From an optimization exercise on the open Yosys and OpenROAD flow, aimed at small area, a short achievable clock period and few clock cycles; shortcuts taken in it are not production practice. At most, simulation tests tie the RTL to the original design; equivalence was not proved. No activity file was given, so power comes from the tool's default toggle rates.

Design ppe_codec, start of the top module:
module ppe_codec (
    input  wire        clk,
    input  wire        rst,
    input  wire        cmd_valid,
    output wire        cmd_ready,
    input  wire [3:0]  cmd_op,
    input  wire [7:0]  cmd_seqaddr,
    input  wire [7:0]  cmd_cmd,
    input  wire [10:0] cmd_len,
    input  wire        in_valid,
    output wire        in_ready,
    input  wire [7:0]  in_data,
    output wire        out_valid,
    input  wire        out_ready,
    output wire [7:0]  out_data,
    output wire        res_valid,
    input  wire        res_ready,
    output wire [3:0]  res_err,
    output wire [15:0] res_crc,
    output wire [7:0]  res_start,
    output wire [7:0]  res_seqaddr,
    output wire [7:0]  res_flen
);
For scale: about 780 cells after synthesis.
clock: 4.5 ns
lec_check: 0
abc_area: 1
cap_margin: 20
core_margin: 2
core_utilization: 60
cts_buf_list: sky130_fd_sc_hd__clkbuf_8
cts_cluster_diameter: 100
cts_cluster_size: 40
setup_slack_margin: 1.9
slew_margin: 20
standard.sh (not shown) runs the stock make flow with config.mk's settings and CLKGATE_MAP_FILE= SYNTH_SCRIPT=/design/flow/synth_recipe.tcl, a recipe that flattens the netlist after the stock synthesis.
==> flow/flow/run.sh <==
#!/bin/bash
# Standard layout, but the port buffers are plain buf_1 cells instead of the
# resizer's default pick (a 0.5 ns delay buffer).
set -euo pipefail
export BUFFER_PORTS_ARGS="-buffer_cell sky130_fd_sc_hd__buf_1"
bash standard.sh > standard_flow.log 2>&1
Testbench counts at the start, summed over its fixed seeds: cycles 47,088.
Rerun with:
--- a/flow/design.v
+++ b/flow/design.v
@@ -113,24 +113,28 @@
             lt8 = r;
         end
     endfunction
     wire slot = ~rv | res_ready;
     wire ta   = |ts;       
     wire st_inc  = (state == S_CIN) | (state == S_D1) | (state == S_D2);
     wire st_inn  = (state == S_D0) | (state == S_CK0) | (state == S_CK1) | (state == S_SKIP);
     wire st_gen  = (state == S_EH0) | hdr;
+    reg [7:0] gbyte;
+    always @* begin
+        if (ts[0])      gbyte = crc[7:0];
+        else if (ts[1]) gbyte = crc[15:8];
+        else if (hdr)   gbyte = seqaddr;
+        else            gbyte = 8'h7F;
+    end
     assign cmd_ready = slot & ~fp & (state == S_IDLE);
     assign in_ready  = st_inn | (st_inc & ~ta & (~rv | ~rcrc | res_ready)) |
                        (pt & ~ta & out_ready & slot);
     assign out_valid = slot & (ta | st_gen | (pt & in_valid));
-    wire pto = pt & ~ta;
-    wire s7f = ~pt & ~ta & ~hdr;
-    assign out_data  = ({8{pto}} & in_data) | ({8{ts[0]}} & crc[7:0]) | ({8{ts[1]}} & crc[15:8]) |
-                       ({8{hdr}} & seqaddr) | {1'b0, {7{s7f}}};
+    assign out_data  = (pt & ~ta) ? in_data : gbyte;
     wire cmd_fire = cmd_valid & cmd_ready;
     wire in_fire  = in_valid & in_ready;
     wire out_fire = out_valid & out_ready;
     wire [7:0]  cbyte = hdr ? seqaddr : in_data;
     wire [15:0] base  = crc | {16{first}};
     wire [7:0]  t     = base[15:8] ^ cbyte;
     wire        p     = (^base[15:8]) ^ (^cbyte);
     wire [15:0] crc_next = {
What happened: First-iteration DRC count drops by 7.1%. Power stays flat. Fmax drops by 3.5%. Critical path depth is unchanged. Final cell count climbs by 1.2%. Clock skew climbs by 3.2 ps. Design area climbs by 1.6%. Clock power climbs by 21%. Non-clock buffer count drops by 2. Hold slack loses 63 ps. Clock-buffer cell count stays the same. Via count drops by 0.83%. Worst setup slack loses 92 ps.
The RTL of the second run of this note was laid out without a check of its function.

* * *

== 03-17 ==
ppe_codec, a different RTL version from the one above (not shown whole).
Size: roughly 830 cells after synthesis, ~91 flip-flops, roughly 100 I/O pins, ~6200 sq um of cells after synthesis.
export LEC_CHECK = 0
export ABC_AREA = 1
export CAP_MARGIN = 20
export CORE_MARGIN = 2
export CORE_UTILIZATION = 40
export CTS_BUF_LIST = sky130_fd_sc_hd__clkbuf_8
export CTS_CLUSTER_DIAMETER = 100
export CTS_CLUSTER_SIZE = 40
export SETUP_SLACK_MARGIN = 1.6
export SLEW_MARGIN = 20
create_clock -name core_clock -period 4.5 [get_ports {clk}]
==> flow/flow/run.sh <==
#!/bin/bash
# Standard layout, but the port buffers are plain buf_2 cells instead of the
# resizer's default pick (a 0.5 ns delay buffer).
set -euo pipefail
export BUFFER_PORTS_ARGS="-buffer_cell sky130_fd_sc_hd__buf_2"
bash standard.sh > standard_flow.log 2>&1
Testbench counts of 03-17, summed over its fixed seeds: cycles 47,088.
Inputs modified between 03-17 and 09-01:
-- flow/design.v --
<<< 03-17, line 57
    reg        rcrc;       
    reg        hdr;        
    reg [1:0]  ts;         
    reg        ttc;        
    reg        f_idle;     
    reg        f_inn;      
    reg        f_inc;      
    reg        f_pt;       
    reg        f_og;       
    reg        f_nrk;      
    reg        first;      
    reg [3:0]  werr;       
    reg        fp;         
    reg        rv;
    reg [3:0]  err;
    assign res_valid   = rv;
    assign res_err     = err;
    assign res_crc     = crc;
    assign res_start   = start_b;
>>> 09-01, line 57
    reg        rcrc;       
    reg        hdr;        
    reg        pt;         
    reg [1:0]  ts;         
    reg        ttc;        
    reg        first;      
    reg [3:0]  werr;       
    reg        fp;         
    reg        rv;
    reg        rz;         
    assign res_valid   = rv;
    assign res_err     = werr & {4{~rz}};
    assign res_crc     = crc;
    assign res_start   = start_b;
<<< 03-17, line 121
    wire slot = ~rv | res_ready;
    wire ta   = |ts;       
    reg [7:0] gbyte;
    always @* begin
>>> 09-01, line 116
    wire slot = ~rv | res_ready;
    wire ta   = |ts;       
    wire st_inc  = (state == S_CIN) | (state == S_D1) | (state == S_D2);
    wire st_inn  = (state == S_D0) | (state == S_CK0) | (state == S_CK1) | (state == S_SKIP);
    wire st_gen  = (state == S_EH0) | hdr;
    reg [7:0] gbyte;
    always @* begin
<<< 03-17, line 128
        else            gbyte = 8'h7F;
    end
    assign cmd_ready = slot & f_idle;
    assign in_ready  = f_inn | (f_inc & (f_nrk | res_ready)) | (f_pt & out_ready & slot);
    assign out_valid = slot & (f_og | (f_pt & in_valid));
    assign out_data  = f_pt ? in_data : gbyte;
    wire cmd_fire = cmd_valid & cmd_ready;
    wire in_fire  = in_valid & in_ready;
>>> 09-01, line 126
        else            gbyte = 8'h7F;
    end
    assign cmd_ready = slot & ~fp & (state == S_IDLE);
    assign in_ready  = st_inn | (st_inc & ~ta & (~rv | ~rcrc | res_ready)) |
                       (pt & ~ta & out_ready & slot);
    assign out_valid = slot & (ta | st_gen | (pt & in_valid));
    assign out_data  = (pt & ~ta) ? in_data : gbyte;
    wire cmd_fire = cmd_valid & cmd_ready;
    wire in_fire  = in_valid & in_ready;
<<< 03-17, line 228
    wire fraise = (fin | fp) & slot & ~ta;
    wire raise  = traise | fraise;
    wire [1:0] ts_n = tstart ? 2'd1 : (out_fire & ta) ? {ts[0], 1'b0} : ts;
    wire rv_n   = raise | (rv & ~res_ready);
    wire fp_n   = (fin | fp) & ~fraise;
    wire rcrc_n = raise ? (traise & ttc) : rcrc;
    always @(posedge clk) begin
        if (rst) begin
            state <= S_IDLE;
            hdr   <= 1'b0;
            ts    <= 2'd0;
            rv    <= 1'b0;
            fp    <= 1'b0;
            f_idle <= 1'b1;
            f_inn  <= 1'b0;
            f_inc  <= 1'b0;
            f_pt   <= 1'b0;
            f_og   <= 1'b0;
            f_nrk  <= 1'b1;
        end else begin
            state <= state_n;
            hdr   <= (state_n == S_EH1) | (state_n == S_EH2) | (state_n == S_EH3);
            ts    <= ts_n;
            rv    <= rv_n;
            fp    <= fp_n;
            f_idle <= (state_n == S_IDLE) & ~fp_n;
            f_inn  <= (state_n == S_D0) | (state_n == S_CK0) | (state_n == S_CK1) |
                      (state_n == S_SKIP);
            f_inc  <= ((state_n == S_CIN) | (state_n == S_D1) | (state_n == S_D2)) & ~(|ts_n);
            f_pt   <= ((state_n == S_EDATA) | (state_n == S_PAY)) & ~(|ts_n);
            f_og   <= (|ts_n) | (state_n == S_EH0) | (state_n == S_EH1) |
                      (state_n == S_EH2) | (state_n == S_EH3);
            f_nrk  <= ~(rv_n & rcrc_n);
        end
    end
    always @(posedge clk) begin
        if (raise) err <= traise ? ERR_NONE : fin ? fin_err : werr;
        if (raise) rcrc <= traise & ttc;
        if (tstart) ttc <= tcrc;
>>> 09-01, line 227
    wire fraise = (fin | fp) & slot & ~ta;
    wire raise  = traise | fraise;
    always @(posedge clk) begin
        if (rst) begin
            state <= S_IDLE;
            hdr   <= 1'b0;
            pt    <= 1'b0;
            ts    <= 2'd0;
            rv    <= 1'b0;
            fp    <= 1'b0;
        end else begin
            state <= state_n;
            hdr   <= (state_n == S_EH1) | (state_n == S_EH2) | (state_n == S_EH3);
            pt    <= (state_n == S_EDATA) | (state_n == S_PAY);
            if (tstart) ts <= 2'd1;
            else if (out_fire & ta) ts <= {ts[0], 1'b0};
            rv    <= raise | (rv & ~res_ready);
            fp    <= (fin | fp) & ~fraise;
        end
    end
    always @(posedge clk) begin
        if (raise) rz <= traise;
        if (raise) rcrc <= traise & ttc;
        if (tstart) ttc <= tcrc;
[summary]
Relative max-transition margin | 09-01 below 03-17
Taking 03-17 as the reference point, the total die area of 09-01 falls by 5.5%.
03-17 → 09-01: post-placement cell area has decreased, detailed-route via count moved down, number of routed nets with antenna violations about even, cell area after layout now smaller, combined area of all synthesized cells fell by 5.7%.
NOTE first-pass GRT wire length 03-17->09-01 decreased by a few percent
As far as share of flip-flops with an asynchronous set or reset after synthesis goes, 09-01 and 03-17 are indistinguishable; the numbers are identical.
The setup slack number comes out lower for 09-01 vs 03-17.
Going from 03-17 to 09-01, part of the total power dissipated in combinational logic grows by 1.4 points.
On 09-01: non-clock buffer instance count of the final layout is 1 lower than what 03-17 gave.
09-01: detail-routed via count per cell is 0.60% lower than what 03-17 reported.
Run comparison: 03-17 capture point of the worst path out_data[5]; 09-01 capture point of the worst path in_ready
The detailed-routed wire length on met2 in 03-17 is 1.09 times that in 09-01.
For 09-01, only the layout was checked, not whether the RTL still works.

* * *

The RTL this note starts from:
==> flow/design.v <==
module ppe_codec (
    input  wire        clk,
    input  wire        rst,
    input  wire        cmd_valid,
    output wire        cmd_ready,
    input  wire [3:0]  cmd_op,
    input  wire [7:0]  cmd_seqaddr,
    input  wire [7:0]  cmd_cmd,
    input  wire [10:0] cmd_len,
    input  wire        in_valid,
    output wire        in_ready,
    input  wire [7:0]  in_data,
    output wire        out_valid,
    input  wire        out_ready,
    output wire [7:0]  out_data,
    output wire        res_valid,
    input  wire        res_ready,
    output wire [3:0]  res_err,
    output wire [15:0] res_crc,
    output wire [7:0]  res_start,
    output wire [7:0]  res_seqaddr,
    output wire [7:0]  res_flen
);
    localparam [3:0] ERR_NONE      = 4'h0;
    localparam [3:0] ERR_TRUNCATED = 4'h5;
    localparam [3:0] ERR_CHECKSUM  = 4'h6;
    localparam [3:0] ERR_TOO_LARGE = 4'h8;
    localparam [3:0] ERR_ILLEGAL   = 4'hF;
    localparam [3:0] S_IDLE  = 4'd0,
                     S_CIN   = 4'd1,    
                     S_CLO   = 4'd2,    
                     S_CHI   = 4'd3,    
                     S_EH0   = 4'd4,    
                     S_EH1   = 4'd5,    
                     S_EH2   = 4'd6,    
                     S_EH3   = 4'd7,    
                     S_EDATA = 4'd8,    
                     S_D0    = 4'd9,    
                     S_D1    = 4'd10,   
                     S_D2    = 4'd11,   
                     S_PAY   = 4'd12,   
                     S_CK0   = 4'd13,   
                     S_CK1   = 4'd14,   
                     S_SKIP  = 4'd15;   
    reg [3:0]  state;
    reg [10:0] rem;        
    reg        lst;        
    reg [7:0]  pcnt;       
    reg        plst;       
    reg        nneg;       
    reg        nbig;       
    reg [15:0] crc;
    reg [7:0]  start_b;
    reg [7:0]  seqaddr;    
    reg [7:0]  flen;       
    reg        mlo;        
    reg        tcrc;       
    reg [3:0]  werr;       
    reg        fp;         
    reg        rv;
    reg [3:0]  err;
    assign res_valid   = rv;
    assign res_err     = err;
    assign res_crc     = crc;
    assign res_start   = start_b;
    assign res_seqaddr = seqaddr;
    assign res_flen    = flen;
    function [10:0] dec11(input [10:0] x);    
        integer k;
        reg     z;
        begin
            z = 1'b1;
            for (k = 0; k < 11; k = k + 1) begin
                dec11[k] = x[k] ^ z;
                z = z & ~x[k];
            end
        end
    endfunction
    function [7:0] dec8(input [7:0] x);       
        integer k;
        reg     z;
        begin
            z = 1'b1;
            for (k = 0; k < 8; k = k + 1) begin
                dec8[k] = x[k] ^ z;
                z = z & ~x[k];
            end
        end
    endfunction
    function [7:0] inc8(input [7:0] x);       
        integer k;
        reg     c;
        begin
            c = 1'b1;
            for (k = 0; k < 8; k = k + 1) begin
                inc8[k] = x[k] ^ c;
                c = c & x[k];
            end
        end
    endfunction
    function lt8(input [7:0] a, input [7:0] b);    
        integer k;
        reg     r;
        begin
            r = 1'b0;
            for (k = 0; k < 8; k = k + 1)
                r = (~a[k] & b[k]) | (~(a[k] ^ b[k]) & r);
            lt8 = r;
        end
    endfunction
    wire slot = ~rv | res_ready;
    wire st_pt   = (state == S_EDATA) | (state == S_PAY);
    wire st_in   = (state == S_CIN) | (state == S_D0) | (state == S_D1) | (state == S_D2) |
                   (state == S_CK0) | (state == S_CK1) | (state == S_SKIP);
    wire st_hdr  = (state == S_EH1) | (state == S_EH2) | (state == S_EH3);
    wire st_gen  = (state == S_EH0) | st_hdr | (state == S_CLO) | (state == S_CHI);
    reg [7:0] gbyte;
    always @* begin
        case (state)
            S_EH1:   gbyte = seqaddr;
            S_EH2:   gbyte = flen;
            S_EH3:   gbyte = pcnt;
            S_CLO:   gbyte = crc[7:0];
            S_CHI:   gbyte = crc[15:8];
            default: gbyte = 8'h7F;
        endcase
    end
    assign cmd_ready = slot & ~fp & ((state == S_IDLE) | ((state == S_CHI) & out_ready & ~tcrc));
    assign in_ready  = st_in | (st_pt & out_ready & slot);
    assign out_valid = slot & (st_gen | (st_pt & in_valid));
    assign out_data  = st_pt ? in_data : gbyte;
    wire cmd_fire = cmd_valid & cmd_ready;
    wire in_fire  = in_valid & in_ready;
    wire out_fire = out_valid & out_ready;
    wire [7:0] cbyte = st_hdr ? gbyte : in_data;
    reg  [15:0] crc_next;
    integer     i;
    always @* begin
        crc_next = crc ^ {cbyte, 8'h00};
        for (i = 0; i < 8; i = i + 1)
            crc_next = crc_next[15] ? ((crc_next << 1) ^ 16'h8005) : (crc_next << 1);
    end
    wire trunc = nneg | (~nbig & lt8(pcnt, in_data));
    wire ok    = mlo & (in_data == crc[15:8]);
    wire cmd_zero = (cmd_len == 11'd0);
    wire cmd_big  = (|cmd_len[10:8]) | (&cmd_len[7:0]);
    wire [10:0] rem_m1 = dec11(rem);
    wire [10:0] rem_m4 = {rem[10:2] - 9'd1, rem[1:0]};
    reg [3:0] state_n;
    reg       fin;         
    reg [3:0] fin_err;
    reg       crc_step;
    reg       fin2;        
    always @* begin
        state_n  = state;
        fin      = 1'b0;
        fin_err  = werr;
        crc_step = 1'b0;
        fin2     = 1'b0;
        case (state)
            S_IDLE: if (cmd_fire) begin
                case (cmd_op)
                    4'h1: state_n = cmd_zero ? S_CLO : S_CIN;
                    4'h2: state_n = cmd_big ? S_SKIP : S_EH0;
                    4'h3: if (cmd_zero) begin fin = 1'b1; fin_err = ERR_TRUNCATED; end
                          else state_n = S_D0;
                    default: if (cmd_zero) begin fin = 1'b1; fin_err = ERR_ILLEGAL; end
                             else state_n = S_SKIP;
                endcase
            end
            S_CIN: if (in_fire) begin
                crc_step = 1'b1;
                if (lst) state_n = S_CLO;
            end
            S_CLO: if (out_fire) state_n = S_CHI;
            S_CHI: if (out_fire) begin
                fin = 1'b1; fin_err = ERR_NONE;
                state_n = S_IDLE;
                if (cmd_fire) begin
                    case (cmd_op)
                        4'h1: state_n = cmd_zero ? S_CLO : S_CIN;
                        4'h2: state_n = cmd_big ? S_SKIP : S_EH0;
                        4'h3: begin state_n = cmd_zero ? S_IDLE : S_D0; fin2 = cmd_zero; end
                        default: begin state_n = cmd_zero ? S_IDLE : S_SKIP; fin2 = cmd_zero; end
                    endcase
                end
            end
            S_EH0: if (out_fire) state_n = S_EH1;
            S_EH1: if (out_fire) begin crc_step = 1'b1; state_n = S_EH2; end
            S_EH2: if (out_fire) begin crc_step = 1'b1; state_n = S_EH3; end
            S_EH3: if (out_fire) begin
                crc_step = 1'b1;
                state_n = (rem == 11'd0) ? S_CLO : S_EDATA;
            end
            S_EDATA: if (in_fire) begin
                crc_step = 1'b1;
                if (lst) state_n = S_CLO;
            end
            S_D0: if (in_fire) begin
                if (lst) begin fin = 1'b1; fin_err = ERR_TRUNCATED; state_n = S_IDLE; end
                else state_n = S_D1;
            end
            S_D1: if (in_fire) begin
                crc_step = 1'b1;
                if (lst) begin fin = 1'b1; fin_err = ERR_TRUNCATED; state_n = S_IDLE; end
                else state_n = S_D2;
            end
            S_D2: if (in_fire) begin
                crc_step = 1'b1;
                if (lst) begin fin = 1'b1; fin_err = ERR_TRUNCATED; state_n = S_IDLE; end
                else if (trunc) state_n = S_SKIP;
                else if (in_data == 8'd0) state_n = S_CK0;
                else state_n = S_PAY;
            end
            S_PAY: if (in_fire) begin
                crc_step = 1'b1;
                if (plst) state_n = S_CK0;
            end
            S_CK0: if (in_fire) state_n = S_CK1;
            S_CK1: if (in_fire) begin
                if (lst) begin fin = 1'b1; fin_err = ok ? ERR_NONE : ERR_CHECKSUM; state_n = S_IDLE; end
                else state_n = S_SKIP;
            end
            S_SKIP: if (in_fire & lst) begin fin = 1'b1; state_n = S_IDLE; end
            default: ;
        endcase
    end
    wire raise = (fin | fp) & slot;
    always @(posedge clk) begin
        if (rst) begin
            state <= S_IDLE;
            rv    <= 1'b0;
            fp    <= 1'b0;
        end else begin
            state <= state_n;
            rv    <= raise | (rv & ~res_ready);
            fp    <= fin2 | ((fin | fp) & ~slot);
        end
    end
    always @(posedge clk) begin
        if (raise) err <= fin ? fin_err : werr;
        if (fin & ~cmd_fire) werr <= fin_err;
        if (crc_step) crc <= crc_next;
        else if (cmd_fire) crc <= 16'hFFFF;
        if (cmd_fire) begin
            rem  <= cmd_len;
            lst  <= (cmd_len == 11'd1);
            tcrc <= (cmd_op == 4'h1);
            werr <= (cmd_op == 4'h2) ? ERR_TOO_LARGE :
                    (cmd_op == 4'h3) ? ERR_TRUNCATED : ERR_ILLEGAL;
            if (cmd_op == 4'h2) begin
                seqaddr <= cmd_seqaddr;
                pcnt    <= cmd_cmd;
                flen    <= inc8(cmd_len[7:0]);
            end
        end else if (in_fire) begin
            rem <= rem_m1;
            lst <= (rem == 11'd2);
        end
        if (in_fire) begin
            case (state)
                S_D0: start_b <= in_data;
                S_D1: begin
                    seqaddr <= in_data;
                    pcnt    <= rem_m4[7:0];
                    nneg    <= rem_m4[10];
                    nbig    <= ~rem_m4[10] & (|rem_m4[9:8]);
                end
                S_D2: begin
                    flen <= in_data;
                    pcnt <= in_data;
                    plst <= (in_data == 8'd1);
                    if (trunc) werr <= ERR_TRUNCATED;
                end
                S_PAY: begin
                    pcnt <= dec8(pcnt);
                    plst <= (pcnt == 8'd2);
                end
                S_CK0: mlo <= (in_data == crc[7:0]);
                S_CK1: werr <= ok ? ERR_NONE : ERR_CHECKSUM;
                default: ;
            endcase
        end
    end
endmodule
clock: 4.5 ns
lec_check: 0
cap_margin: 20
core_margin: 2
core_utilization: 40
setup_slack_margin: 2.2
slew_margin: 20
Scripts as last shown in full above: flow/flow/run.sh
The first run went through all stages and came out clean.
Change:
--- a/flow/design.v
+++ b/flow/design.v
@@ -132,14 +132,17 @@
     wire cmd_fire = cmd_valid & cmd_ready;
     wire in_fire  = in_valid & in_ready;
     wire out_fire = out_valid & out_ready;
-    wire [7:0] cbyte = st_hdr ? gbyte : in_data;
-    reg  [15:0] crc_next;
-    integer     i;
-    always @* begin
-        crc_next = crc ^ {cbyte, 8'h00};
-        for (i = 0; i < 8; i = i + 1)
-            crc_next = crc_next[15] ? ((crc_next << 1) ^ 16'h8005) : (crc_next << 1);
-    end
+    wire [7:0]  cbyte = st_hdr ? gbyte : in_data;
+    wire [7:0]  t     = crc[15:8] ^ cbyte;
+    wire        p     = (^crc[15:8]) ^ (^cbyte);
+    wire [15:0] crc_next = {
+        crc[7] ^ p,
+        crc[6:2],
+        crc[1] ^ t[7],
+        crc[0] ^ t[6] ^ t[7],
+        t[5] ^ t[6], t[4] ^ t[5], t[3] ^ t[4], t[2] ^ t[3], t[1] ^ t[2], t[0] ^ t[1],
+        p ^ t[0],
+        p };
     wire trunc = nneg | (~nbig & lt8(pcnt, in_data));
     wire ok    = mlo & (in_data == crc[15:8]);
     wire cmd_zero = (cmd_len == 11'd0);
Outcome: Flip-flop and latch count is unchanged; total power came out higher by about 1.1%; critical path depth came out higher by 3; clock-buffer cell count shrinks by 4; register-to-register slack loses 0.05 ns.
No functional check of the RTL was part of any run of this note.

==> re-timing with driven ports <==
In the flow no input, the clock included, has a driving cell. The finished layouts below were timed again as built, in two steps.
Step 1 assumes that a clkbuf_16 drives the clock port and a buf_2 every other input.
Step 2 adds t to the input delays and takes it off the output delays; t is the mean of the earliest and latest rising clock arrival at the registers after step 1. Input paths then give back, and output paths get back, about the clock's delay inside the block.
a / b / c = ideal / step 1 / step 2; a / b = the first two.
| run | t, ns | slack for setup (ns) | worst slew at a driven data input, ns |
|---|---|---|---|
| the first run of note 1 | 0.397 | 1.961 / 1.927 / 1.643 | 0.03 |
| the second run of note 1 | 0.402 | 1.869 / 1.840 / 1.629 | 0.04 |
| 03-17 | 0.424 | 1.723 / 1.685 / 1.500 | 0.04 |
| 09-01 | 0.411 | 1.696 / 1.663 / 1.438 | 0.03 |
| the first run of note 3 | 0.395 | 1.719 / 1.689 / 1.428 | 0.05 |
| the second run of note 3 | 0.400 | 1.665 / 1.654 / 1.431 | 0.04 |
After both steps every run listed still meets setup and hold. The setup slack of the first run of note 1, which loses most, moves by -0.034 ns with the drivers and by -0.318 ns with both steps.
